Context: an optimization exercise on an open-source flow, tuned for small area, a short achievable clock period and few clock cycles per item. The choices shown serve that exercise and are no tape-out recipe.
Where RTL was checked, it was by simulation tests only, not by an equivalence proof against the original.
No functional check of the RTL was part of run 1.

`design/flow/design.v`:
```
module pc_norm16 (
    input  wire [15:0] a,
    output wire [3:0]  p,
    output wire [15:0] n
);
    wire z3 = (a[15:8] == 8'd0);
    wire [15:0] a3 = z3 ? {a[7:0], 8'd0} : a;
    wire z2 = (a3[15:12] == 4'd0);
    wire [15:0] a2 = z2 ? {a3[11:0], 4'd0} : a3;
    wire z1 = (a2[15:14] == 2'd0);
    wire [15:0] a1 = z1 ? {a2[13:0], 2'd0} : a2;
    wire z0 = ~a1[15];
    assign n = z0 ? {a1[14:0], 1'b0} : a1;
    assign p = ~{z3, z2, z1, z0};
endmodule
module pc_div5 (
    input  wire [55:0] n,
    output wire [55:0] q
);
    function [2:0] add5;
        input [2:0] a, b;
        reg [3:0] s;
        begin
            s = a + b;
            add5 = (s >= 4'd5) ? s - 4'd5 : s[2:0];
        end
    endfunction
    function [2:0] mod5;
        input [3:0] d;
        begin
            mod5 = d % 5;
        end
    endfunction
    function [3:0] qdig;
        input [2:0] r;
        input [3:0] d;
        reg [6:0] v;
        begin
            v = {r, 4'd0} + d;
            qdig = v / 5;
        end
    endfunction
    wire [2:0] res [0:13];
    genvar k;
    generate
        for (k = 0; k < 14; k = k + 1) begin : g_res
            assign res[k] = mod5(n[4*k+3:4*k]);
        end
    endgenerate
    wire [2:0] l0 [0:13];
    wire [2:0] l1 [0:13];
    wire [2:0] l2 [0:13];
    wire [2:0] l3 [0:13];
    generate
        for (k = 0; k < 14; k = k + 1) begin : g_pre
            localparam integer t = 13 - k;
            assign l0[k] = res[k];
            if ((t % 2) == 1) begin : a1
                assign l1[k] = add5(l0[k], l0[k+1]);
            end else begin : b1
                assign l1[k] = l0[k];
            end
            if ((t % 4) >= 2) begin : a2
                assign l2[k] = add5(l1[k], l1[k + (t % 4) - 1]);
            end else begin : b2
                assign l2[k] = l1[k];
            end
            if ((t % 8) >= 4) begin : a3
                assign l3[k] = add5(l2[k], l2[k + (t % 8) - 3]);
            end else begin : b3
                assign l3[k] = l2[k];
            end
        end
    endgenerate
    wire [2:0] pre [0:13];
    generate
        for (k = 0; k < 14; k = k + 1) begin : g_pre4
            localparam integer t = 13 - k;
            if (t >= 8) begin : a4
                assign pre[k] = add5(l3[k], l3[6]);
            end else begin : b4
                assign pre[k] = l3[k];
            end
        end
    endgenerate
    generate
        for (k = 0; k < 14; k = k + 1) begin : g_q
            if (k == 13) begin : top
                assign q[4*k+3:4*k] = qdig(3'd0, n[4*k+3:4*k]);
            end else begin : oth
                assign q[4*k+3:4*k] = qdig(pre[k+1], n[4*k+3:4*k]);
            end
        end
    endgenerate
endmodule
module pmbus_codec (
    input  wire        clk,
    input  wire        rst,
    input  wire        req_valid,
    output wire        req_ready,
    input  wire [2:0]  req_op,
    input  wire [15:0] req_raw,
    input  wire        req_cmd_ext,
    input  wire        ctx_cat_bitmap,
    input  wire        ctx_cat_voutrel,
    input  wire        ctx_slot_resolved,
    input  wire [2:0]  ctx_qfmt,
    input  wire        ctx_coef_valid,
    input  wire [15:0] ctx_coef_m,
    input  wire [15:0] ctx_coef_b,
    input  wire [7:0]  ctx_coef_r,
    input  wire        vout_valid,
    input  wire [7:0]  vout_mode,
    output reg         resp_valid,
    output reg  [3:0]  resp_status,
    output reg         resp_wr_result,
    output reg  [4:0]  resp_result,
    output reg         resp_wr_value,
    output reg  [1:0]  resp_kind,
    output wire [63:0] resp_value
);
    localparam [2:0] OP_CLASSIFY = 3'd0,
                     OP_DECODE   = 3'd1,
                     OP_LINEAR11 = 3'd2,
                     OP_DIRECT   = 3'd3,
                     OP_VOUT     = 3'd4,
                     OP_BITMAP   = 3'd5;
    localparam [3:0] ST_OK          = 4'd0,
                     ST_NOT_IMPL    = 4'd4,
                     ST_ILLEGAL_OP  = 4'd7;
    localparam [4:0] C_BITMAP  = 5'd0,
                     C_VOUTREL = 5'd1,
                     C_LINEAR  = 5'd2,
                     C_UINT16  = 5'd3,
                     C_DIRECT  = 5'd4,
                     C_UINT8   = 5'd5,
                     C_VID     = 5'd6,
                     C_MFR     = 5'd7,
                     C_UNKNOWN = 5'd8;
    localparam [1:0] K_RAW  = 2'd0,
                     K_REAL = 2'd1,
                     K_UINT = 2'd2,
                     K_BITS = 2'd3;
    localparam [3:0] S_IDLE  = 4'd0,
                     S_SCALE = 4'd1,    
                     S_MULR  = 4'd2,    
                     S_NEG   = 4'd3,    
                     S_NORM  = 4'd4,    
                     S_PRE   = 4'd5,    
                     S_DIV   = 4'd6,    
                     S_FIN   = 4'd7;    
    reg        ir_v;
    reg [2:0]  i_op;
    reg [15:0] i_raw;
    reg        i_ext, i_cb, i_cv, i_sr, i_cov, i_vv;
    reg [2:0]  i_qf;
    reg [15:0] i_m, i_b;
    reg [7:0]  i_r, i_vm;
    reg        idle;
    reg [3:0]  state;
    assign req_ready = ~ir_v | idle;
    wire take = ir_v & idle;
    always @(posedge clk) begin
        if (rst)
            ir_v <= 1'b0;
        else if (req_ready)
            ir_v <= req_valid;
    end
    always @(posedge clk) begin
        if (req_ready) begin
            i_op  <= req_op;
            i_raw <= req_raw;
            i_ext <= req_cmd_ext;
            i_cb  <= ctx_cat_bitmap;
            i_cv  <= ctx_cat_voutrel;
            i_sr  <= ctx_slot_resolved;
            i_qf  <= ctx_qfmt;
            i_cov <= ctx_coef_valid;
            i_m   <= ctx_coef_m;
            i_b   <= ctx_coef_b;
            i_r   <= ctx_coef_r;
            i_vv  <= vout_valid;
            i_vm  <= vout_mode;
        end
    end
    wire vout_linear = i_vv & (i_vm[7:5] == 3'b000);
    reg [4:0] cls;
    always @(*) begin
        if (i_cb)
            cls = C_BITMAP;
        else if (i_cv & vout_linear)
            cls = C_VOUTREL;
        else if (!i_sr)
            cls = C_UNKNOWN;
        else begin
            case (i_qf)
                3'd0:    cls = C_LINEAR;
                3'd1:    cls = C_UINT16;
                3'd3:    cls = C_DIRECT;
                3'd4:    cls = C_UINT8;
                3'd5:    cls = C_VID;
                3'd6:    cls = C_MFR;
                default: cls = C_UNKNOWN;
            endcase
        end
    end
    wire direct_ok = i_cov & (i_m != 16'd0);
    reg [4:0] pop;
    integer j;
    always @(*) begin
        pop = 5'd0;
        for (j = 0; j < 16; j = j + 1)
            pop = pop + {4'd0, i_raw[j]};
    end
    reg        n_wr_result, n_wr_value, n_direct, n_lin, n_vout, n_u8;
    reg [3:0]  n_status;
    reg [4:0]  n_result;
    reg [1:0]  n_kind;
    always @(*) begin
        n_status    = ST_OK;
        n_wr_result = 1'b0;
        n_result    = 5'd0;
        n_wr_value  = 1'b0;
        n_kind      = K_RAW;
        n_direct    = 1'b0;
        n_lin       = 1'b0;
        n_vout      = 1'b0;
        n_u8        = 1'b0;
        case (i_op)
            OP_CLASSIFY: begin
                if (i_ext) begin
                    n_status = ST_NOT_IMPL;
                end else begin
                    n_wr_result = 1'b1;
                    n_result    = cls;
                end
            end
            OP_DECODE: begin
                if (i_ext) begin
                    n_status = ST_NOT_IMPL;
                end else begin
                    n_wr_result = 1'b1;
                    n_result    = cls;
                    n_wr_value  = 1'b1;
                    case (cls)
                        C_BITMAP:  n_kind = K_BITS;
                        C_VOUTREL: begin n_kind = K_REAL; n_vout = 1'b1; end
                        C_LINEAR:  begin n_kind = K_REAL; n_lin = 1'b1; end
                        C_UINT16:  n_kind = K_UINT;
                        C_DIRECT:  begin
                            n_direct = direct_ok;
                            n_kind   = direct_ok ? K_REAL : K_RAW;
                        end
                        C_UINT8:   begin n_kind = K_UINT; n_u8 = 1'b1; end
                        default:   n_kind = K_RAW;
                    endcase
                end
            end
            OP_LINEAR11: begin
                n_wr_value = 1'b1;
                n_kind     = K_REAL;
                n_lin      = 1'b1;
            end
            OP_DIRECT: begin
                if (i_ext) begin
                    n_status = ST_NOT_IMPL;
                end else begin
                    n_wr_value = 1'b1;
                    n_direct   = direct_ok;
                    n_kind     = direct_ok ? K_REAL : K_RAW;
                end
            end
            OP_VOUT: begin
                n_wr_value = 1'b1;
                if (vout_linear) begin
                    n_kind = K_REAL;
                    n_vout = 1'b1;
                end
            end
            OP_BITMAP: begin
                n_wr_result = 1'b1;
                n_result    = pop;
                n_wr_value  = 1'b1;
                n_kind      = K_BITS;
            end
            default: n_status = ST_ILLEGAL_OP;
        endcase
    end
    wire        a_neg = n_lin ? i_raw[10] : (n_direct & i_raw[15]);
    wire [15:0] a_src = n_lin ? {{5{i_raw[10]}}, i_raw[10:0]} : i_raw;
    wire [15:0] a_mag = a_neg ? (16'd0 - a_src) : a_src;
    wire [4:0]  a_off = n_lin ? i_raw[15:11] : (n_vout ? i_vm[4:0] : 5'd0);
    wire [3:0]  a_p;
    wire [15:0] a_n;
    pc_norm16 u_na (.a(a_mag), .p(a_p), .n(a_n));
    wire        a_real = n_lin | n_vout | n_direct;
    wire        a_z    = ~a_n[15];
    wire [10:0] a_e    = 11'd1023 + {7'd0, a_p} + {{6{a_off[4]}}, a_off};
    wire [15:0] m_mag = i_m[15] ? (16'd0 - i_m) : i_m;
    wire [15:0] b_mag = i_b[15] ? (16'd0 - i_b) : i_b;
    wire [3:0]  m_p, b_p;
    wire [15:0] m_n, b_n;
    pc_norm16 u_nm (.a(m_mag), .p(m_p), .n(m_n));
    pc_norm16 u_nb (.a(b_mag), .p(b_p), .n(b_n));
    wire [7:0]  r_mag = i_r[7] ? (8'd0 - i_r) : i_r;
    reg        S;
    reg [10:0] E;
    reg [55:0] Z;
    reg        zx;             
    reg [7:0]  steps;          
    reg        up;             
    reg [15:0] D;              
    reg [17:0] D3;             
    reg [3:0]  pm;             
    reg        sm;             
    reg [15:0] Bn;             
    reg [3:0]  eb;             
    reg        sb;             
    reg        bz;             
    reg signed [10:0] DX;      
    reg [5:0]  SH;             
    reg        BSEL;           
    reg        rinc;           
    reg [15:0] R;              
    reg [3:0]  cnt;
    assign resp_value = {S, E, Z[51:0]};
    wire [55:0] m5    = {1'b0, Z[52:0], 2'b00} + {3'b000, Z[52:0]};
    wire        m5_hi = m5[55];
    wire [52:0] m10_m = m5_hi ? m5[55:3] : m5[54:2];
    wire        m10_g = m5_hi ? m5[2] : m5[1];
    wire        m10_s = m5_hi ? (m5[1] | m5[0]) : m5[0];
    wire        m10_r = m10_g & (m10_s | m10_m[0]);
    wire        d10_t3 = (Z[51:50] == 2'b00);       
    wire [55:0] d10_n  = d10_t3 ? {Z[52:0], 3'b010} : {1'b0, Z[52:0], 2'b10};
    wire [55:0] d10_q;
    pc_div5 u_d5 (.n(d10_n), .q(d10_q));
    wire signed [10:0] sc_d   = up ? (m5_hi ? 11'sd4 : 11'sd3)
                                   : (d10_t3 ? -11'sd4 : -11'sd3);
    reg  signed [10:0] dx_n;
    reg  signed [10:0] dx_add;
    always @(*) begin
        dx_add = 11'sd0;
        if (state == S_SCALE)
            dx_add = sc_d;
        else if (state == S_MULR)
            dx_add = {10'd0, inc_ov};
        dx_n = DX + dx_add;
    end
    wire [10:0] dx_abs = dx_n[10] ? (11'd0 - dx_n) : dx_n;
    wire [5:0]  sh_n   = (dx_abs[10:6] != 5'd0) ? 6'd63 : dx_abs[5:0];
    wire [56:0] xF = {1'b0, Z[52:0], 3'b000};
    wire [56:0] bF = {1'b0, Bn, 40'd0};
    wire [56:0] bigF = BSEL ? bF : xF;
    wire [56:0] smlI = BSEL ? xF : bF;
    reg  [56:0] sv;
    reg         sst;
    always @(*) begin
        sv  = smlI;
        sst = 1'b0;
        if (SH[0]) begin sst = sst | sv[0];        sv = sv >> 1;  end
        if (SH[1]) begin sst = sst | (|sv[1:0]);   sv = sv >> 2;  end
        if (SH[2]) begin sst = sst | (|sv[3:0]);   sv = sv >> 4;  end
        if (SH[3]) begin sst = sst | (|sv[7:0]);   sv = sv >> 8;  end
        if (SH[4]) begin sst = sst | (|sv[15:0]);  sv = sv >> 16; end
        if (SH[5]) begin sst = sst | (|sv[31:0]);  sv = sv >> 32; end
    end
    wire [56:0] smlF   = {sv[56:1], sv[0] | sst};
    wire        effsub = ~(S ^ sb);
    wire [56:0] sum    = effsub ? (bigF - smlF) : (bigF + smlF);
    wire        sneg   = effsub & sum[56];
    reg  [52:0] sb_m;
    reg         sb_g, sb_s;
    reg  [1:0]  sb_ec;         
    always @(*) begin
        if (sneg) begin
            sb_m = sum[55:3]; sb_g = 1'b0; sb_s = 1'b0; sb_ec = 2'd0;
        end else if (sum[56]) begin
            sb_m = sum[56:4]; sb_g = sum[3]; sb_s = |sum[2:0]; sb_ec = 2'd1;
        end else if (sum[55]) begin
            sb_m = sum[55:3]; sb_g = sum[2]; sb_s = |sum[1:0]; sb_ec = 2'd0;
        end else begin
            sb_m = sum[54:2]; sb_g = sum[1]; sb_s = sum[0];    sb_ec = 2'd2;
        end
    end
    wire        sb_r   = sb_g & (sb_s | sb_m[0]);
    wire [10:0] ebig   = BSEL ? (11'd1023 + {7'd0, eb}) : E;
    wire [10:0] sb_e   = (sb_ec == 2'd1) ? ebig + 11'd1 :
                         (sb_ec == 2'd2) ? ebig - 11'd1 : ebig;
    wire        sb_sg  = BSEL ? ~sb : S;
    wire        q_a   = Z[55];
    reg  [52:0] inc_in;
    reg         inc_c;
    always @(*) begin
        inc_in = Z[52:0];
        inc_c  = rinc;
        if (state == S_NEG) begin
            inc_in = ~Z[52:0];
            inc_c  = 1'b1;
        end else if (state == S_FIN) begin
            inc_in = q_a ? Z[55:3] : Z[54:2];
            inc_c  = (q_a ? Z[2] : Z[1]) &
                     ((q_a ? (Z[1] | Z[0]) : Z[0]) | (R != 16'd0) |
                      (q_a ? Z[3] : Z[2]));
        end
    end
    wire [53:0] inc_o  = {1'b0, inc_in} + {53'd0, inc_c};
    wire        inc_ov = inc_o[53];                  
    wire [52:0] inc_m  = inc_ov ? {1'b1, 52'd0} : inc_o[52:0];
    function [19:0] r4step;          
        input [15:0] r;
        input [1:0]  b;
        input [15:0] d;
        input [17:0] d3;
        reg   [17:0] t;
        reg   [18:0] t1, t2, t3;
        begin
            t  = {r, b};
            t1 = {1'b0, t} - {3'b000, d};
            t2 = {1'b0, t} - {2'b00, d, 1'b0};
            t3 = {1'b0, t} - {1'b0, d3};
            if (!t3[18])
                r4step = {2'd3, t3[17:0]};
            else if (!t2[18])
                r4step = {2'd2, t2[17:0]};
            else if (!t1[18])
                r4step = {2'd1, t1[17:0]};
            else
                r4step = {2'd0, t};
        end
    endfunction
    wire [19:0] dv1 = r4step(R, Z[55:54], D, D3);
    wire [19:0] dv2 = r4step(dv1[15:0], Z[53:52], D, D3);
    always @(posedge clk) begin
        D3 <= {2'b00, D} + {1'b0, D, 1'b0};
    end
    always @(posedge clk) begin
        if (rst) begin
            idle       <= 1'b1;
            state      <= S_IDLE;
            resp_valid <= 1'b0;
        end else begin
            resp_valid <= 1'b0;
            case (state)
                S_IDLE: begin
                    if (take) begin
                        resp_status    <= n_status;
                        resp_wr_result <= n_wr_result;
                        resp_result    <= n_result;
                        resp_wr_value  <= n_wr_value;
                        resp_kind      <= n_kind;
                        S  <= a_real & a_neg;
                        E  <= (a_real & ~a_z) ? a_e : 11'd0;
                        Z  <= a_real ? {3'b000, a_n, 37'd0}
                                     : (n_u8 ? {48'd0, i_raw[7:0]} : {40'd0, i_raw});
                        zx    <= a_z;
                        steps <= r_mag;
                        up    <= i_r[7];
                        D     <= m_n;
                        pm    <= m_p;
                        sm    <= i_m[15];
                        Bn    <= b_n;
                        eb    <= b_p;
                        sb    <= i_b[15];
                        bz    <= ~b_n[15];
                        DX    <= $signed({7'd0, a_p}) - $signed({7'd0, b_p});
                        SH    <= (a_p >= b_p) ? {2'b00, a_p - b_p} : {2'b00, b_p - a_p};
                        BSEL  <= (b_n[15] & (a_z | (a_p < b_p)));
                        rinc  <= 1'b0;
                        if (n_direct) begin
                            idle  <= 1'b0;
                            state <= S_SCALE;
                        end else begin
                            resp_valid <= 1'b1;
                        end
                    end
                end
                S_SCALE: begin
                    if (steps != 8'd0 && !zx) begin
                        steps <= steps - 8'd1;
                        DX    <= dx_n;
                        SH    <= sh_n;
                        BSEL  <= ~bz & dx_n[10];
                        E     <= E + sc_d;
                        if (up) begin
                            Z    <= {3'b000, m10_m};
                            rinc <= m10_r;
                            if (m10_r)
                                state <= S_MULR;
                        end else begin
                            Z <= {3'b000, d10_q[52:0]};
                        end
                    end else begin
                        Z    <= {3'b000, sb_m};
                        E    <= sb_e;
                        S    <= sb_sg;
                        rinc <= sb_r;
                        if (sneg)
                            state <= S_NEG;
                        else if (sb_m[52])
                            state <= S_PRE;
                        else
                            state <= S_NORM;
                    end
                end
                S_MULR: begin
                    Z     <= {3'b000, inc_m};
                    E     <= E + {10'd0, inc_ov};
                    DX    <= dx_n;
                    SH    <= sh_n;
                    BSEL  <= ~bz & dx_n[10];
                    rinc  <= 1'b0;
                    state <= S_SCALE;
                end
                S_NEG: begin
                    Z     <= {3'b000, inc_o[52:0]};
                    S     <= ~S;
                    state <= S_NORM;
                end
                S_NORM: begin
                    if (Z[52:0] == 53'd0) begin
                        S          <= sm;
                        E          <= 11'd0;
                        idle       <= 1'b1;
                        state      <= S_IDLE;
                        resp_valid <= 1'b1;
                    end else if (Z[52]) begin
                        state <= S_PRE;
                    end else if (Z[52:49] == 4'd0) begin
                        Z <= {Z[51:0], 4'd0};
                        E <= E - 11'd4;
                    end else begin
                        Z <= {Z[54:0], 1'b0};
                        E <= E - 11'd1;
                    end
                end
                S_PRE: begin
                    R     <= {1'b0, inc_m[52:38]};
                    Z     <= {inc_m[37:0], 18'd0};
                    E     <= E + {10'd0, inc_ov};
                    rinc  <= 1'b0;
                    cnt   <= 4'd0;
                    state <= S_DIV;
                end
                S_DIV: begin
                    R   <= dv2[15:0];
                    Z   <= {Z[51:0], dv1[19:18], dv2[19:18]};
                    cnt <= cnt + 4'd1;
                    if (cnt == 4'd13)
                        state <= S_FIN;
                end
                S_FIN: begin
                    Z          <= {3'b000, inc_m};
                    E          <= E - {7'd0, pm} - {10'd0, ~q_a} + {10'd0, inc_ov};
                    S          <= S ^ sm;
                    idle       <= 1'b1;
                    state      <= S_IDLE;
                    resp_valid <= 1'b1;
                end
                default: begin
                    idle  <= 1'b1;
                    state <= S_IDLE;
                end
            endcase
        end
    end
endmodule
```
`design/flow/run.sh`:
```
#!/bin/bash
# synth_recipe.tcl (not shown) runs the flow's synth.tcl, then flattens the netlist and writes it again
# the make line also repeats each setting of config.mk as NAME=value (left out here)
make -C /OpenROAD-flow-scripts/flow DESIGN_CONFIG=/design/flow/config.mk WORK_HOME=/design/flow/orfs CLKGATE_MAP_FILE= SYNTH_SCRIPT=/design/flow/synth_recipe.tcl finish
```
`design/flow/config.mk`:
```
export PLATFORM = sky130hd
export DESIGN_NAME = pmbus_codec
export DESIGN_NICKNAME = pmbus_codec
export VERILOG_FILES = /design/flow/design.v
export SDC_FILE = /design/flow/constraint.sdc
export NUM_CORES = 4
export LEC_CHECK = 0
export CAP_MARGIN = 20
export CORE_MARGIN = 2
export CORE_UTILIZATION = 40
export PLACE_DENSITY = 0.6
export SLEW_MARGIN = 20
```
`design/flow/constraint.sdc`:
```
create_clock -name core_clock -period 24.0 [get_ports {clk}]
set_input_delay 4.8000 -clock core_clock [delete_from_list [all_inputs] [get_ports {clk}]]
set_output_delay 4.8000 -clock core_clock [all_outputs]
set_load 0.01 [all_outputs]
```
==> out/summary.txt, run 1 <==
GR peak layer - met2
critical path class - flip-flop to flip-flop
Synth Instances - 7742
GRT Residual Overflow - 0
max cap viols - 0
Reg area - 0.00790 mm^2
# rows - 138
vias in the first global route - 55000
Post-synth EDFFs - 247
Worst path most repeated cell - ha_1
initial antenna violation count - 11
H-tree levels - 2
most frequent cell after synthesis - nand2_1
RSZ-0062 raised after global routing - no
Yosys top cell by area - edfxtp_1
Synth top area share - 13.0%
multi-input logic area - 0.0456 mm^2
Synth Flop Type - edfxtp_1
share of cells above drive strength 1 - 6.65%
DR WL/cell - 23.4 um
worst path bufs/invs - 10
Die Ht - 382 um
CTS resizes - 0
mean post-synth cell area - 7.38 um^2
largest cells by area after synthesis - edfxtp_1 (13%), ha_1 (13%), a21oi_1 (5.7%)
Compound-Gate Fraction of Synth Area - 27.7%
GR Layer Usage met2 - 45.7%
Iter 0 DRT Violations - 5957
CP top delay family - compound AO/OA/AOI/OAI gates
Clock Pin Slew Worst Setup and Hold Paths - 0.06 ns
Worst Skew - 0.0312 ns
Post-synth top cells - nand2_1 (857), a21oi_1 (646), nor2_1 (646)
CP Capture Type - flip-flop
crit-path max FO - 28
clock buffer depth - 3
simple-gate share of the synthesized area - 21.4%
Die Footprint - 0.146 mm^2
setup TNS - 0 ns
Hold EP - idle
Final Critical Period - 19.09 ns
first-pass GRT wire length - 336 mm
yosys warns - 2
Yosys cell types - 119
adder-cell share of the synthesized area - 14.6%
post-route ant nets - 0
Worst R2R End - Z[0]
Placer Congestion - 1.01
# clock sinks - 271
max-slew violations - 0
required time of the critical path - 24.35 ns
Worst path slowest cell - edfxtp_1
Post-Route WL - 224 mm
post-synthesis xor/xnor area fraction - 7.96%
initial core utilization - 40.4%
DR pass1 iterations - 9
Seq cells post-synth - 271
largest net degree at the start of global routing - 114
Final setup viols - 0
CTS tree - done
Horiz. Die Dim - 382 um
Vias/cell - 6.19
I/O pin total - 158
worst-skew pair later-pin latency - 0.64 ns
Clock Tree Root - clkbuf_16
period utilisation layout - 79.6%
CP peak stage delay - 0.72 ns
mux cell area share after synthesis - 7.75%
Core Area - 0.142 mm^2
Data arrival, critical path - 19.44 ns
Max Fclk - 0.0524 GHz
main combinational cell family by area after synthesis - compound AO/OA/AOI/OAI gates
launching point of the worst reg2reg path - Z[51]
vias - 59300
Hold Startpoint - idle
post-DP HPWL - 174 mm
final hold vios - 0
mapped cell area - 0.0571 mm^2
Total GRT Usage - 29.4%
asr flop ratio synth - 0%
worst min path class - flip-flop to flip-flop
setup bufs post-CTS - 0
Rel. slew slack - 14.1%
Worst-Margin Slew - 1.29 ns
hold depth - 2
synthesis-to-layout area growth - 8.15%
Worst R2R Setup Slack - 4.91 ns
cts hold-fix bufs - 0
Worst setup SP type - flip-flop
Nets - 8364
Seq/Total Area, Yosys - 13.8%
outcome - no timing/DRC/antenna violations
Reg2Reg Depth - 67
I/O Buffers - 156
DR DRC count - 0
cts bufs inserted - 40
met3 usage - 5.84%
GR Util met1 - 38.4%
fillers - 14400
## registers in the layout (all words and copies together) (netlist names), 3 cells and up
| register | flops |
|---|---|
| i_op | 3 |
| steps | 8 |
| SH | 6 |
| E | 11 |
| state | 3 |
| Bn | 16 |
| i_raw | 16 |
| Z | 56 |
| R | 16 |
| D3 | 18 |
| pm | 4 |
| i_r | 8 |
| i_qf | 3 |
| i_b | 16 |
| D | 16 |
| DX | 11 |
| cnt | 4 |
| resp_result | 5 |
| i_vm | 8 |
| eb | 4 |
| i_m | 16 |
## how the worst max path moves through the flow
| stage | startpoint | to | slack, ns | cells after the start |
|---|---|---|---|---|
| 2_1_floorplan | Z[50] | Z[12] | 7.01 | 79 |
| 3_3_place_gp | Z[51] | Z[0] | 5.73 | 65 |
| 3_5_place_dp | Z[51] | Z[0] | 5.18 | 67 |
| 4_1_cts | Z[51] | Z[0] | 5.10 | 67 |
| 5_1_grt | Z[51] | Z[0] | 3.38 | 67 |
| 6_report | Z[51] | Z[0] | 4.91 | 67 |
## tightest hold or removal path, delay by kind of cell (launching register included)
kind / cells / cell delay [ns]
flops: 1 / 0.33
simple gates: 1 / 0.06
compound gates: 1 / 0.10
## cell usage in the layout (no fill, tap or decap), drive strengths merged, types with 41 or more instances in the layout
cell / instances
fa: 44
buf: 135
ha: 584
nand3: 187
xor2: 164
a222oi: 41
nand4: 56
o21a: 53
a221oi: 52
a31oi: 84
mux2i: 158
clkbuf: 46
nor4: 63
clkdlybuf4s50: 156
o211ai: 101
or2: 41
a21o: 152
edfxtp: 247
a21oi: 650
nor2b: 116
o31ai: 59
o21bai: 65
xnor2: 351
a21boi: 45
or3: 55
mux4: 73
o21ai: 551
nand2b: 130
inv: 531
nand2: 857
nor2: 649
nor3: 169
and2: 99
mux2: 105
and3: 60
a211oi: 171
o22ai: 55
a22oi: 44
## cell type report
| type | instances | area share (%) |
|---|---|---|
| Clock inverter | 27 | 0.488 |
| Inverter | 541 | 3.29 |
| Tap cell | 1890 | 3.83 |
| Multi-Input combinational cell | 6512 | 73.7 |
| Timing Repair Buffer | 291 | 4.21 |
| Sequential cell | 271 | 12.8 |
| Antenna cell | 5 | 0.0202 |
| Clock buffer | 46 | 1.66 |
## kinds of logic (layout without fill, tap and decap cells)
| group | after synthesis | count (layout) |
|---|---|---|
| adders and majority gates | 642 | 642 |
| and+or+nand+nor | 2590 | 2590 |
| other | 1 | 8 |
| muxes | 336 | 336 |
| buffers and inverters | 961 | 905 |
| AOI/OAI and AO/OA | 2425 | 2425 |
| xor gates and xnor gates | 516 | 516 |
| DFF | 271 | 271 |
## per-layer routing
| layer | wire length, um | vias up |
|---|---|---|
| met2 | 96800 | 2425 |
| met4 | 13300 | 12 |
| met5 | 84 | - |
| li1 | - | 28200 |
| met3 | 19200 | 469 |
| met1 | 94700 | 28200 |
## stage by stage
| stage | instance area [um^2] | setup WS [ns] | instances | utilization (%) | hold slack (ns) |
|---|---|---|---|---|---|
| floorplan | 57100 | 7.01 | 7744 | - | 0.424 |
| global placement | 60400 | 5.73 | 9502 | 42.7 | 0.479 |
| detailed placement | 60400 | 5.18 | 9503 | 42.7 | 0.517 |
| CTS | 61800 | 5.10 | 9576 | 43.6 | 0.530 |
| global route | 61800 | 3.38 | 9579 | 43.6 | 0.552 |
| finish | 61800 | 4.91 | 9583 | 43.6 | 0.530 |
==> inputs of run 2 (changes only) <==
--- a/design/flow/design.v
+++ b/design/flow/design.v
@@ -1,33 +1,63 @@
-module pc_norm16 (
-    input  wire [15:0] a,
-    output wire [3:0]  p,
-    output wire [15:0] n
-);
-    wire z3 = (a[15:8] == 8'd0);
-    wire [15:0] a3 = z3 ? {a[7:0], 8'd0} : a;
-    wire z2 = (a3[15:12] == 4'd0);
-    wire [15:0] a2 = z2 ? {a3[11:0], 4'd0} : a3;
-    wire z1 = (a2[15:14] == 2'd0);
-    wire [15:0] a1 = z1 ? {a2[13:0], 2'd0} : a2;
-    wire z0 = ~a1[15];
-    assign n = z0 ? {a1[14:0], 1'b0} : a1;
-    assign p = ~{z3, z2, z1, z0};
-endmodule
-module pc_div5 (
-    input  wire [55:0] n,
-    output wire [55:0] q
+module pc_d5chain (
+    input  wire [2:0]  ri,
+    input  wire [27:0] n,
+    output wire [27:0] q,
+    output wire [2:0]  ro
 );
-    function [2:0] add5;
-        input [2:0] a, b;
-        reg [3:0] s;
+    function [2:0] mod5;
+        input [3:0] d;
         begin
-            s = a + b;
-            add5 = (s >= 4'd5) ? s - 4'd5 : s[2:0];
+            case (d)
+                4'd0: mod5 = 3'd0;
+                4'd1: mod5 = 3'd1;
+                4'd2: mod5 = 3'd2;
+                4'd3: mod5 = 3'd3;
+                4'd4: mod5 = 3'd4;
+                4'd5: mod5 = 3'd0;
+                4'd6: mod5 = 3'd1;
+                4'd7: mod5 = 3'd2;
+                4'd8: mod5 = 3'd3;
+                4'd9: mod5 = 3'd4;
+                4'd10: mod5 = 3'd0;
+                4'd11: mod5 = 3'd1;
+                4'd12: mod5 = 3'd2;
+                4'd13: mod5 = 3'd3;
+                4'd14: mod5 = 3'd4;
+                4'd15: mod5 = 3'd0;
+                default: mod5 = 3'd0;
+            endcase
         end
     endfunction
-    function [2:0] mod5;
-        input [3:0] d;
+    function [2:0] add5;
+        input [2:0] a, b;
         begin
-            mod5 = d % 5;
+            case ({a, b})
+                6'd0: add5 = 3'd0;
+                6'd1: add5 = 3'd1;
+                6'd2: add5 = 3'd2;
+                6'd3: add5 = 3'd3;
+                6'd4: add5 = 3'd4;
+                6'd8: add5 = 3'd1;
+                6'd9: add5 = 3'd2;
+                6'd10: add5 = 3'd3;
+                6'd11: add5 = 3'd4;
+                6'd12: add5 = 3'd0;
+                6'd16: add5 = 3'd2;
+                6'd17: add5 = 3'd3;
+                6'd18: add5 = 3'd4;
+                6'd19: add5 = 3'd0;
+                6'd20: add5 = 3'd1;
+                6'd24: add5 = 3'd3;
+                6'd25: add5 = 3'd4;
+                6'd26: add5 = 3'd0;
+                6'd27: add5 = 3'd1;
+                6'd28: add5 = 3'd2;
+                6'd32: add5 = 3'd4;
+                6'd33: add5 = 3'd0;
+                6'd34: add5 = 3'd1;
+                6'd35: add5 = 3'd2;
+                6'd36: add5 = 3'd3;
+                default: add5 = 3'd0;
+            endcase
         end
     endfunction
@@ -35,62 +65,127 @@
         input [2:0] r;
         input [3:0] d;
-        reg [6:0] v;
         begin
-            v = {r, 4'd0} + d;
-            qdig = v / 5;
+            case ({r, d})
+                7'd0: qdig = 4'd0;
+                7'd1: qdig = 4'd0;
+                7'd2: qdig = 4'd0;
+                7'd3: qdig = 4'd0;
+                7'd4: qdig = 4'd0;
+                7'd5: qdig = 4'd1;
+                7'd6: qdig = 4'd1;
+                7'd7: qdig = 4'd1;
+                7'd8: qdig = 4'd1;
+                7'd9: qdig = 4'd1;
+                7'd10: qdig = 4'd2;
+                7'd11: qdig = 4'd2;
+                7'd12: qdig = 4'd2;
+                7'd13: qdig = 4'd2;
+                7'd14: qdig = 4'd2;
+                7'd15: qdig = 4'd3;
+                7'd16: qdig = 4'd3;
+                7'd17: qdig = 4'd3;
+                7'd18: qdig = 4'd3;
+                7'd19: qdig = 4'd3;
+                7'd20: qdig = 4'd4;
+                7'd21: qdig = 4'd4;
+                7'd22: qdig = 4'd4;
+                7'd23: qdig = 4'd4;
+                7'd24: qdig = 4'd4;
+                7'd25: qdig = 4'd5;
+                7'd26: qdig = 4'd5;
+                7'd27: qdig = 4'd5;
+                7'd28: qdig = 4'd5;
+                7'd29: qdig = 4'd5;
+                7'd30: qdig = 4'd6;
+                7'd31: qdig = 4'd6;
+                7'd32: qdig = 4'd6;
+                7'd33: qdig = 4'd6;
+                7'd34: qdig = 4'd6;
+                7'd35: qdig = 4'd7;
+                7'd36: qdig = 4'd7;
+                7'd37: qdig = 4'd7;
+                7'd38: qdig = 4'd7;
+                7'd39: qdig = 4'd7;
+                7'd40: qdig = 4'd8;
+                7'd41: qdig = 4'd8;
+                7'd42: qdig = 4'd8;
+                7'd43: qdig = 4'd8;
+                7'd44: qdig = 4'd8;
+                7'd45: qdig = 4'd9;
+                7'd46: qdig = 4'd9;
+                7'd47: qdig = 4'd9;
+                7'd48: qdig = 4'd9;
+                7'd49: qdig = 4'd9;
+                7'd50: qdig = 4'd10;
+                7'd51: qdig = 4'd10;
+                7'd52: qdig = 4'd10;
+                7'd53: qdig = 4'd10;
+                7'd54: qdig = 4'd10;
+                7'd55: qdig = 4'd11;
+                7'd56: qdig = 4'd11;
+                7'd57: qdig = 4'd11;
+                7'd58: qdig = 4'd11;
+                7'd59: qdig = 4'd11;
+                7'd60: qdig = 4'd12;
+                7'd61: qdig = 4'd12;
+                7'd62: qdig = 4'd12;
+                7'd63: qdig = 4'd12;
+                7'd64: qdig = 4'd12;
+                7'd65: qdig = 4'd13;
+                7'd66: qdig = 4'd13;
+                7'd67: qdig = 4'd13;
+                7'd68: qdig = 4'd13;
+                7'd69: qdig = 4'd13;
+                7'd70: qdig = 4'd14;
+                7'd71: qdig = 4'd14;
+                7'd72: qdig = 4'd14;
+                7'd73: qdig = 4'd14;
+                7'd74: qdig = 4'd14;
+                7'd75: qdig = 4'd15;
+                7'd76: qdig = 4'd15;
+                7'd77: qdig = 4'd15;
+                7'd78: qdig = 4'd15;
+                7'd79: qdig = 4'd15;
+                default: qdig = 4'd0;
+            endcase
         end
     endfunction
-    wire [2:0] res [0:13];
+    wire [2:0] c [0:6];
+    wire [2:0] r [0:7];
     genvar k;
     generate
-        for (k = 0; k < 14; k = k + 1) begin : g_res
-            assign res[k] = mod5(n[4*k+3:4*k]);
+        for (k = 0; k < 7; k = k + 1) begin : g_c
+            assign c[k] = mod5(n[4*k+3:4*k]);
         end
     endgenerate
-    wire [2:0] l0 [0:13];
-    wire [2:0] l1 [0:13];
-    wire [2:0] l2 [0:13];
-    wire [2:0] l3 [0:13];
+    assign r[7] = ri;
+    assign r[6] = add5(r[7], c[6]);
+    assign r[5] = add5(r[7], add5(c[6], c[5]));
+    assign r[4] = add5(r[5], c[4]);
+    assign r[3] = add5(r[5], add5(c[4], c[3]));
+    assign r[2] = add5(r[3], c[2]);
+    assign r[1] = add5(r[3], add5(c[2], c[1]));
+    assign r[0] = add5(r[1], c[0]);
     generate
-        for (k = 0; k < 14; k = k + 1) begin : g_pre
-            localparam integer t = 13 - k;
-            assign l0[k] = res[k];
-            if ((t % 2) == 1) begin : a1
-                assign l1[k] = add5(l0[k], l0[k+1]);
-            end else begin : b1
-                assign l1[k] = l0[k];
-            end
-            if ((t % 4) >= 2) begin : a2
-                assign l2[k] = add5(l1[k], l1[k + (t % 4) - 1]);
-            end else begin : b2
-                assign l2[k] = l1[k];
-            end
-            if ((t % 8) >= 4) begin : a3
-                assign l3[k] = add5(l2[k], l2[k + (t % 8) - 3]);
-            end else begin : b3
-                assign l3[k] = l2[k];
-            end
-        end
-    endgenerate
-    wire [2:0] pre [0:13];
-    generate
-        for (k = 0; k < 14; k = k + 1) begin : g_pre4
-            localparam integer t = 13 - k;
-            if (t >= 8) begin : a4
-                assign pre[k] = add5(l3[k], l3[6]);
-            end else begin : b4
-                assign pre[k] = l3[k];
-            end
-        end
-    endgenerate
-    generate
-        for (k = 0; k < 14; k = k + 1) begin : g_q
-            if (k == 13) begin : top
-                assign q[4*k+3:4*k] = qdig(3'd0, n[4*k+3:4*k]);
-            end else begin : oth
-                assign q[4*k+3:4*k] = qdig(pre[k+1], n[4*k+3:4*k]);
-            end
+        for (k = 0; k < 7; k = k + 1) begin : g_q
+            assign q[4*k+3:4*k] = qdig(r[k+1], n[4*k+3:4*k]);
         end
     endgenerate
+    assign ro = r[0];
+endmodule
+module pc_norm16 (
+    input  wire [15:0] a,
+    output wire [3:0]  p,
+    output wire [15:0] n
+);
+    wire z3 = (a[15:8] == 8'd0);
+    wire [15:0] a3 = z3 ? {a[7:0], 8'd0} : a;
+    wire z2 = (a3[15:12] == 4'd0);
+    wire [15:0] a2 = z2 ? {a3[11:0], 4'd0} : a3;
+    wire z1 = (a2[15:14] == 2'd0);
+    wire [15:0] a1 = z1 ? {a2[13:0], 2'd0} : a2;
+    wire z0 = ~a1[15];
+    assign n = z0 ? {a1[14:0], 1'b0} : a1;
+    assign p = ~{z3, z2, z1, z0};
 endmodule
 module pmbus_codec (
@@ -149,5 +244,6 @@
                      S_PRE   = 4'd5,    
                      S_DIV   = 4'd6,    
-                     S_FIN   = 4'd7;    
+                     S_FIN   = 4'd7,    
+                     S_D10B  = 4'd8;    
     reg        ir_v;
     reg [2:0]  i_op;
@@ -326,5 +422,5 @@
     assign resp_value = {S, E, Z[51:0]};
     wire [55:0] m5    = {1'b0, Z[52:0], 2'b00} + {3'b000, Z[52:0]};
-    wire        m5_hi = m5[55];
+    wire        m5_hi = (Z[52:0] >= 53'h1999999999999A);    
     wire [52:0] m10_m = m5_hi ? m5[55:3] : m5[54:2];
     wire        m10_g = m5_hi ? m5[2] : m5[1];
@@ -333,6 +429,10 @@
     wire        d10_t3 = (Z[51:50] == 2'b00);       
     wire [55:0] d10_n  = d10_t3 ? {Z[52:0], 3'b010} : {1'b0, Z[52:0], 2'b10};
-    wire [55:0] d10_q;
-    pc_div5 u_d5 (.n(d10_n), .q(d10_q));
+    reg  [2:0]  rr;
+    wire        d10b = (state == S_D10B);
+    wire [27:0] c5_q;
+    wire [2:0]  c5_r;
+    pc_d5chain u_d5 (.ri(d10b ? rr : 3'd0), .n(d10b ? Z[27:0] : d10_n[55:28]),
+                     .q(c5_q), .ro(c5_r));
     wire signed [10:0] sc_d   = up ? (m5_hi ? 11'sd4 : 11'sd3)
                                    : (d10_t3 ? -11'sd4 : -11'sd3);
@@ -367,5 +467,5 @@
     wire [56:0] smlF   = {sv[56:1], sv[0] | sst};
     wire        effsub = ~(S ^ sb);
-    wire [56:0] sum    = effsub ? (bigF - smlF) : (bigF + smlF);
+    wire [56:0] sum    = bigF + (smlF ^ {57{effsub}}) + {56'd0, effsub};
     wire        sneg   = effsub & sum[56];
     reg  [52:0] sb_m;
@@ -404,5 +504,11 @@
         end
     end
-    wire [53:0] inc_o  = {1'b0, inc_in} + {53'd0, inc_c};
+    reg  [53:0] inc_o;
+    integer ii;
+    always @(*) begin
+        for (ii = 0; ii < 53; ii = ii + 1)
+            inc_o[ii] = inc_in[ii] ^ (inc_c & (&(inc_in | ~((53'd1 << ii) - 53'd1))));
+        inc_o[53] = inc_c & (&inc_in);
+    end
     wire        inc_ov = inc_o[53];                  
     wire [52:0] inc_m  = inc_ov ? {1'b1, 52'd0} : inc_o[52:0];
@@ -488,5 +594,7 @@
                                 state <= S_MULR;
                         end else begin
-                            Z <= {3'b000, d10_q[52:0]};
+                            Z     <= {c5_q, d10_n[27:0]};
+                            rr    <= c5_r;
+                            state <= S_D10B;
                         end
                     end else begin
@@ -503,4 +611,8 @@
                     end
                 end
+                S_D10B: begin
+                    Z     <= {Z[55:28], c5_q};
+                    state <= S_SCALE;
+                end
                 S_MULR: begin
                     Z     <= {3'b000, inc_m};
==> run 2 against run 1 <==
  * Critical path depth down 29
  * Cell count down 20%
  * Largest cell class unchanged
  * Clock skew up 0.010 ns
  * Still clean on timing, DRC and antenna
  * Fmax up 78%
  * First-iteration DRC count up 8.6%
  * Non-clock buffer count up 9
  * Synthesized area down 18%
==> out/summary.txt, run 2 <==
DR WL/cell - 27.0 um (was 23.4 um)
DR pass1 iterations - 12 (was 9)
# clock sinks - 275 (was 271)
Rel. slew slack - 12.3% (was 14.1%)
Vias/cell - 6.50 (was 6.19)
required time of the critical path - 24.28 ns (was 24.35 ns)
setup TNS - 0 ns (unchanged)
fin area - 0.0506 mm^2 (was 0.0618 mm^2)
Horiz. Die Dim - 346 um (was 382 um)
cts hold-fix bufs - 0 (unchanged)
first-pass GRT wire length - 302 mm (was 336 mm)
Post-synth top cells - nand2_1 (639), nor2_1 (596), a21oi_1 (501) (was nand2_1 (857), a21oi_1 (646), nor2_1 (646))
mean post-synth cell area - 7.51 um^2 (was 7.38 um^2)
Yosys top cell by area - edfxtp_1 (unchanged)
Worst path most repeated cell - buf_4 (was ha_1)
Worst Skew - 0.0415 ns (was 0.0312 ns)
# rows - 125 (was 138)
mapped cell area - 0.0467 mm^2 (was 0.0571 mm^2)
CP peak stage delay - 0.72 ns (about the same)
Levels on crit path - 38 (was 67)
Iter 0 DRT Violations - 6469 (was 5957)
Placed Area - 0.0493 mm^2 (was 0.0604 mm^2)
Reg with most FFs - Z (unchanged)
cts bufs inserted - 38 (was 40)
Data arrival, critical path - 10.99 ns (was 19.44 ns)
Final setup viols - 0 (unchanged)
most frequent cells in the layout - nand2_1 (639), nor2_1 (589), a21oi_1 (500), o21ai_0 (443), ha_1 (375) (was nand2_1 (854), a21oi_1 (644), nor2_1 (641), ha_1 (584), inv_1 (517))
fillers - 11800 (was 14400)
final setup margin - 13.29 ns (was 4.91 ns)
Largest register FFs - 56 (unchanged)
Post-Route WL - 206 mm (was 224 mm)
CP top delay family - simple AND/OR/NAND/NOR gates (was compound AO/OA/AOI/OAI gates)
Synth top area share - 16.1% (was 13.0%)
Worst path slowest cell - buf_4 (was edfxtp_1)
Worst setup SP type - flip-flop (unchanged)
yosys warns - 2 (unchanged)
clock buffer depth - 3 (unchanged)
worst path bufs/invs - 7 (was 10)
Post-synth EDFFs - 250 (was 247)
Synth Flop Type - edfxtp_1 (unchanged)
I/O pin total - 158 (unchanged)
biggest regs - Z: 56 flops, D3: 18 flops (unchanged)
Reg2Reg Depth - 38 (was 67)
vias in the first global route - 45800 (was 55000)
Clock Tree Root - clkbuf_16 (unchanged)
H-tree levels - 2 (unchanged)
post-DP HPWL - 157 mm (was 174 mm)
Core Area - 0.116 mm^2 (was 0.142 mm^2)
DR DRC count - 0 (unchanged)
initial core utilization - 40.3% (was 40.4%)
synthesis-to-layout area growth - 8.31% (was 8.15%)
DP Worst Slack - 13.71 ns (was 5.18 ns)
Nets - 6562 (was 8364)
Synth Instances - 6216 (was 7742)
initial antenna violation count - 12 (was 11)
period utilisation layout - 44.6% (was 79.6%)
commonest non-fill, non-tap cell in the layout - nand2_1 (unchanged)
critical path class - flip-flop to flip-flop (unchanged)
largest cells by area after synthesis - edfxtp_1 (16%), ha_1 (10%), a21oi_1 (5.4%) (was edfxtp_1 (13%), ha_1 (13%), a21oi_1 (5.7%))
CTS tree - done (unchanged)
max cap viols - 0 (unchanged)
CTS resizes - 0 (unchanged)
Die Ht - 346 um (was 382 um)
GRT Residual Overflow - 0 (unchanged)
post-route ant nets - 0 (unchanged)
hold depth - 1 (was 2)
share of cells above drive strength 1 - 7.85% (was 6.65%)
CP Capture Type - flip-flop (unchanged)
crit-path max FO - 71 (was 28)
setup bufs post-CTS - 0 (unchanged)
max-slew violations - 0 (unchanged)
outcome - no timing/DRC/antenna violations (unchanged)
Hold Slack - 0.560 ns (was 0.530 ns)
I/O Buffers - 156 (unchanged)
Seq cells post-synth - 275 (was 271)
Max Fclk - 0.0934 GHz (was 0.0524 GHz)
Final Critical Period - 10.71 ns (was 19.09 ns)
Die Footprint - 0.120 mm^2 (was 0.146 mm^2)
worst min path class - flip-flop to flip-flop (unchanged)
worst-skew pair later-pin latency - 0.61 ns (was 0.64 ns)
Placer Congestion - 1.03 (was 1.01)
most frequent cell after synthesis - nand2_1 (unchanged)
asr flop ratio synth - 0% (unchanged)
final hold vios - 0 (unchanged)
Worst-Margin Slew - 1.32 ns (was 1.29 ns)
vias - 49700 (was 59300)
largest net degree at the start of global routing - 72 (was 114)
Total GRT Usage - 32.9% (was 29.4%)
Seq/Total Area, Yosys - 17.1% (was 13.8%)
RSZ-0062 raised after global routing - no (unchanged)
Clock Pin Slew Worst Setup and Hold Paths - 0.06 ns (about the same)
Yosys cell types - 130 (was 119)
==> run 2: cell types whose count changed after synthesis, sizes merged, moves of 76 or more <==
cell | previous run | this run
inv | 527 | 279
nand2 | 857 | 642
ha | 584 | 375
a21oi | 650 | 508
a211oi | 171 | 60
xnor2 | 351 | 274
o21ai | 551 | 475
==> run 2: final cells by class <==
| type | instances | area [um^2] | share of cell area [%] |
|---|---|---|---|
| Sequential cell | 275 | 8010 | 15.8 |
| Antenna cell | 8 | 20.0 | 0.0396 |
| Inverter | 284 | 1070 | 2.11 |
| Tap cell | 1524 | 1910 | 3.77 |
| Clock buffer | 43 | 970 | 1.92 |
| Timing Repair Buffer | 300 | 2640 | 5.22 |
| Clock inverter | 26 | 297 | 0.586 |
| Multi-Input combinational cell | 5183 | 35700 | 70.5 |
==> run 2: cell families (layout without fill, tap and decap cells) <==
family,Yosys count,count (layout),synth area share [%]
AO/OA/AOI/OAI,2029,2029,28.6
adder cells (fa/ha/maj),406,406,11.3
other,1,11,0.00803
XOR/XNOR,391,391,7.33
buffers and inverters,760,653,6.87
AND/OR/NAND/NOR,1999,1999,20.0
flip-flops,275,275,17.1
multiplexers,355,355,8.80
==> run 2: metrics by stage <==
stage                     util, %  cells
after global placement       42.5   7565
after floorplan                 -   6218
final                        43.6   7643
after global routing         43.6   7635
after CTS                    43.6   7634
after detailed placement     42.5   7565
==> run 2: worst reg2reg max path, delay by kind of cell (launching register included) <==
family                     cells  cell delay [ns]
and+or+nand+nor               12             3.04
AOI/OAI and AO/OA             13             2.74
buffers and inverters          7             2.40
muxes                          3             1.18
adders and majority gates      3             0.71
DFF                            1             0.34
==> run 2: final timing paths <==
path         slack (ns)    end  start
max               13.29  Z[23]   BSEL
min                0.56   BSEL     bz
max reg2reg       13.29  Z[23]   BSEL
min reg2reg        0.56   BSEL     bz
==> run 2: routing by layer <==
metal,routed length (um),track usage [%],vias up
li1,-,-,22600
met5,81,0,-
met3,21900,7.95,563
met4,10300,13.7,8
met2,87700,50.3,2704
met1,86000,44.1,23800
Testbench counts of run 2, summed over its fixed seeds: cycles 19,287, items 2,400.

==> re-timing with driven ports <==
In the flow no input, the clock included, has a driving cell. The finished layouts below were timed again as built, in two steps.
Step 1, drivers: a clkbuf_16 drives clk and a buf_2 each remaining input, both assumed.
Step 2 times the ports against the registers' clock, not the clock port: input delays grow and output delays shrink by t, the midpoint of the rising clock arrivals with the driver on.
a / b / c = no drivers / after step 1 / after step 2; a / b = the first two.
| run | t, ns | setup slack, ns | hold slack, ns |
|---|---|---|---|
| run 1 | 0.701 | 4.907 / 4.907 / 4.907 | 0.530 / 0.530 / 0.530 |
| run 2 | 0.653 | 13.292 / 13.292 / 13.292 | 0.560 / 0.560 / 0.560 |
After both steps setup and hold are still met in every run listed.
